Background: an optimization exercise with open tools, aiming at small area, a short achievable clock period and few clock cycles. Do not read the settings as production practice. Where RTL was checked, it was by simulation tests only, not by an equivalence proof against the original.

==> flow/design.v <==
module tans_enc (
    input  wire        clk,
    input  wire        rst,         
    input  wire        in_valid,
    output wire        in_ready,
    input  wire        in_init,     
    input  wire [7:0]  in_sym,
    input  wire [4:0]  in_lane,
    output wire        t_rd,
    output wire [7:0]  t_addr,
    input  wire [11:0] t_freq,
    input  wire [11:0] t_cum,
    output reg         w_valid,
    output wire [15:0] w_data,
    output wire        idle,
    output reg         sym_err,     
    output reg  [7:0]  err_sym,     
    input  wire [4:0]  x_lane,
    output wire [26:0] x_out
);
    localparam LOG2M = 11;
    localparam [26:0] M = 27'd1 << LOG2M;
    localparam integer S = 4;
    localparam R4 = 1;                
    function integer nb;
        input integer k;
        begin
            case (k)
            1: nb = 4;
            2: nb = 4;
            3: nb = 4;
            4: nb = 4;
            default: nb = 0;
            endcase
        end
    endfunction
    function [27:0] dstep;
        input [11:0] r;
        input [15:0] dq;
        input [11:0] f;
        reg   [12:0] t;
        reg   [13:0] d;
        begin
            t = {r, dq[15]};
            d = {1'b0, t} - {2'b00, f};
            if (!d[13]) dstep = {d[11:0], dq[14:0], 1'b1};
            else        dstep = {t[11:0], dq[14:0], 1'b0};
        end
    endfunction
    function [27:0] dstep4;
        input [11:0] r;
        input [15:0] dq;
        input [11:0] f;
        input [13:0] f3;
        reg   [13:0] t;
        reg   [14:0] d1, d2, d3;
        begin
            t  = {r, dq[15:14]};
            d1 = {1'b0, t} - {3'b000, f};
            d2 = {1'b0, t} - {2'b00, f, 1'b0};
            d3 = {1'b0, t} - {1'b0, f3};
            if (!d3[14])      dstep4 = {d3[11:0], dq[13:0], 2'b11};
            else if (!d2[14]) dstep4 = {d2[11:0], dq[13:0], 2'b10};
            else if (!d1[14]) dstep4 = {d1[11:0], dq[13:0], 2'b01};
            else              dstep4 = {t[11:0],  dq[13:0], 2'b00};
        end
    endfunction
    reg  [27*32-1:0] xs;                 
    reg        v1;
    reg [4:0]  lane1;
    reg [7:0]  sym1;
    reg [S:1]      vd;
    reg [5*S-1:0]  laned;
    reg [12*S-1:0] fd, cd, rd;
    reg [14*S-1:0] f3d;                  
    reg [16*S-1:0] dqd;
    reg            nw1;
    reg  busy;
    reg        wbv;
    reg [4:0]  wblane;
    reg [15:0] wbq;
    reg [11:0] wbr, wbc;
    reg hazard;
    integer k;
    always @* begin
        hazard = v1 && lane1 == in_lane;
        for (k = 1; k <= S; k = k + 1)
            hazard = hazard | (vd[k] && laned[5*(k-1) +: 5] == in_lane);
    end
    assign idle     = !busy;
    assign in_ready = in_init ? !busy : !hazard;
    wire   accept   = in_valid && in_ready;
    assign t_rd   = in_valid && !in_init;
    assign t_addr = in_sym;
    wire [4:0]  ra    = busy ? lane1 : x_lane;
    reg  [26:0] x_cur;
    integer n;
    always @* begin
        x_cur = 27'd0;
        for (n = 0; n < 32; n = n + 1)
            x_cur = x_cur | (xs[27*n +: 27] & {27{ra == n}});
    end
    assign x_out = x_cur;
    wire        f_ok   = t_freq != 12'd0;
    wire        need_w = {1'b0, x_cur[26:16]} >= t_freq;
    wire [26:0] x1     = {rd[10:0], dqd[15:0]};
    assign w_data = x1[15:0];
    wire [27:0] x_ren  = nw1 ? {17'd0, x1[26:16]} : {1'b0, x1};
    reg [28*S-1:0] dq_out;
    always @* begin : div
        reg [27:0] q;
        integer g;
        for (g = 1; g <= S; g = g + 1) begin
            q = (g == 1) ? x_ren : {rd[12*(g-1) +: 12], dqd[16*(g-1) +: 16]};
            if (R4) begin
                for (k = 0; k < nb(g) / 2; k = k + 1)
                    q = dstep4(q[27:16], q[15:0], fd[12*(g-1) +: 12], f3d[14*(g-1) +: 14]);
                if (nb(g) % 2)
                    q = dstep(q[27:16], q[15:0], fd[12*(g-1) +: 12]);
            end else begin
                for (k = 0; k < nb(g); k = k + 1)
                    q = dstep(q[27:16], q[15:0], fd[12*(g-1) +: 12]);
            end
            dq_out[28*(g-1) +: 28] = q;
        end
    end
    wire [27:0] qs    = dq_out[28*(S-1) +: 28];
    always @(posedge clk) begin
        lane1 <= in_lane;
        sym1  <= in_sym;
        laned <= {laned[5*(S-1)-1:0], lane1};
        fd    <= {fd[12*(S-1)-1:0], t_freq};
        cd    <= {cd[12*(S-1)-1:0], 1'b0, t_cum[10:0]};
        f3d   <= {f3d[14*(S-1)-1:0], 1'b0, {1'b0, t_freq} + {t_freq, 1'b0}};
        for (k = 1; k < S; k = k + 1) begin
            rd[12*k +: 12]  <= {1'b0, dq_out[28*(k-1) + 16 +: 11]};
            dqd[16*k +: 16] <= dq_out[28*(k-1) +: 16];
        end
        rd[11:0]  <= {1'b0, x_cur[26:16]};
        dqd[15:0] <= x_cur[15:0];
        nw1       <= need_w;
        wblane    <= laned[5*(S-1) +: 5];
        wbq       <= qs[15:0];
        wbr       <= {1'b0, qs[26:16]};
        wbc       <= cd[12*(S-1) +: 12];
        if (rst) begin
            v1      <= 1'b0;
            vd      <= {S{1'b0}};
            busy    <= 1'b0;
            wbv     <= 1'b0;
            w_valid <= 1'b0;
            sym_err <= 1'b0;
            err_sym <= 8'd0;
        end else begin
            v1 <= accept && !in_init;
            vd <= {vd[S-1:1], v1 && f_ok};
            wbv  <= vd[S];
            busy <= (accept && !in_init) || (v1 && f_ok) || (|vd);
            w_valid <= v1 && f_ok && need_w;
            if (v1 && !f_ok && !sym_err) begin
                sym_err <= 1'b1;
                err_sym <= sym1;
            end
            if (accept && in_init) begin
                sym_err <= 1'b0;
                err_sym <= 8'd0;
            end
        end
    end
    wire        init_we = !rst && accept && in_init;
    wire        upd_we  = !rst && wbv;
    wire [10:0] x_lo    = wbc[10:0] + wbr[10:0];
    wire [26:0] x_new   = {wbq, x_lo};
    wire [26:0] wbus    = init_we ? M : x_new;
    genvar j;
    generate
        for (j = 0; j < 32; j = j + 1) begin : lanes
            always @(posedge clk)
                if (init_we || (upd_we && wblane == j))
                    xs[27*j +: 27] <= wbus;
        end
    endgenerate
endmodule
export LEC_CHECK = 0
export CAP_MARGIN = 20
export CORE_MARGIN = 2
export CORE_UTILIZATION = 40
export CTS_CLUSTER_DIAMETER = 120
export CTS_CLUSTER_SIZE = 22
export SETUP_SLACK_MARGIN = 3.5
export SLEW_MARGIN = 20
create_clock -name core_clock -period 10.0 [get_ports {clk}]
run.sh (not shown) runs the stock make flow with config.mk's settings and CLKGATE_MAP_FILE= SYNTH_SCRIPT=/design/flow/synth_recipe.tcl, a recipe that flattens the netlist after the stock synthesis.
Testbench counts at the start, summed over its fixed seeds: cycles 5,190.
==> next run, changes <==
--- a/flow/design.v
+++ b/flow/design.v
@@ -67,9 +67,8 @@
     endfunction
     reg  [27*32-1:0] xs;                 
     reg        v1;
     reg [4:0]  lane1;
-    reg [7:0]  sym1;
     reg [S:1]      vd;
     reg [5*S-1:0]  laned;
     reg [12*S-1:0] fd, cd, rd;
     reg [14*S-1:0] f3d;                  
@@ -126,9 +125,8 @@
     end
     wire [27:0] qs    = dq_out[28*(S-1) +: 28];
     always @(posedge clk) begin
         lane1 <= in_lane;
-        sym1  <= in_sym;
         laned <= {laned[5*(S-1)-1:0], lane1};
         fd    <= {fd[12*(S-1)-1:0], t_freq};
         cd    <= {cd[12*(S-1)-1:0], 1'b0, t_cum[10:0]};
         f3d   <= {f3d[14*(S-1)-1:0], 1'b0, {1'b0, t_freq} + {t_freq, 1'b0}};
@@ -156,12 +154,12 @@
             vd <= {vd[S-1:1], v1 && f_ok};
             wbv  <= vd[S];
             busy <= (accept && !in_init) || (v1 && f_ok) || (|vd);
             w_valid <= v1 && f_ok && need_w;
-            if (v1 && !f_ok && !sym_err) begin
+            if (v1 && !f_ok && !sym_err)
                 sym_err <= 1'b1;
-                err_sym <= sym1;
-            end
+            else if (!sym_err && accept && !in_init)
+                err_sym <= in_sym;
             if (accept && in_init) begin
                 sym_err <= 1'b0;
                 err_sym <= 8'd0;
             end
=>
- The changed run ran to the end with no violations
- maximum frequency is about the same
- routed wire length stays flat
- die area is about the same
- final cell count hardly moves
- clock skew is lower by 0.0052 ns
- setup slack gains 0.013 ns
- clock-buffer cell count is higher by 2
- critical path depth is lower by 2
For the second run of this note, only the layout was checked, not whether the RTL still works.

[afterwards: timing with drivers on the ports]
In the flow no input, the clock included, has a driving cell. The finished layouts below were timed again as built, in two steps.
Step 1: set_driving_cell puts a clkbuf_16 on clk and a buf_2 on each other input, an assumption about the parent block.
Step 2 also shifts input and output timing later by t, the mid clock arrival at the registers, as if the neighbouring blocks saw the same clock.
a / b / c = ideal / step 1 / step 2; a / b = the first two.
run	t (ns)	setup slack, ns	worst setup path after step 2	worst slew at a driven data input, ns
the first run	0.788	3.509 / 3.346 / 3.346	input to output	0.17
the second run	0.777	3.522 / 3.503 / 3.503	input to output	0.05
After both steps setup and hold are still met in every run listed. The setup slack of the first run, which loses most, moves by -0.163 ns with the drivers and by -0.163 ns with both steps.
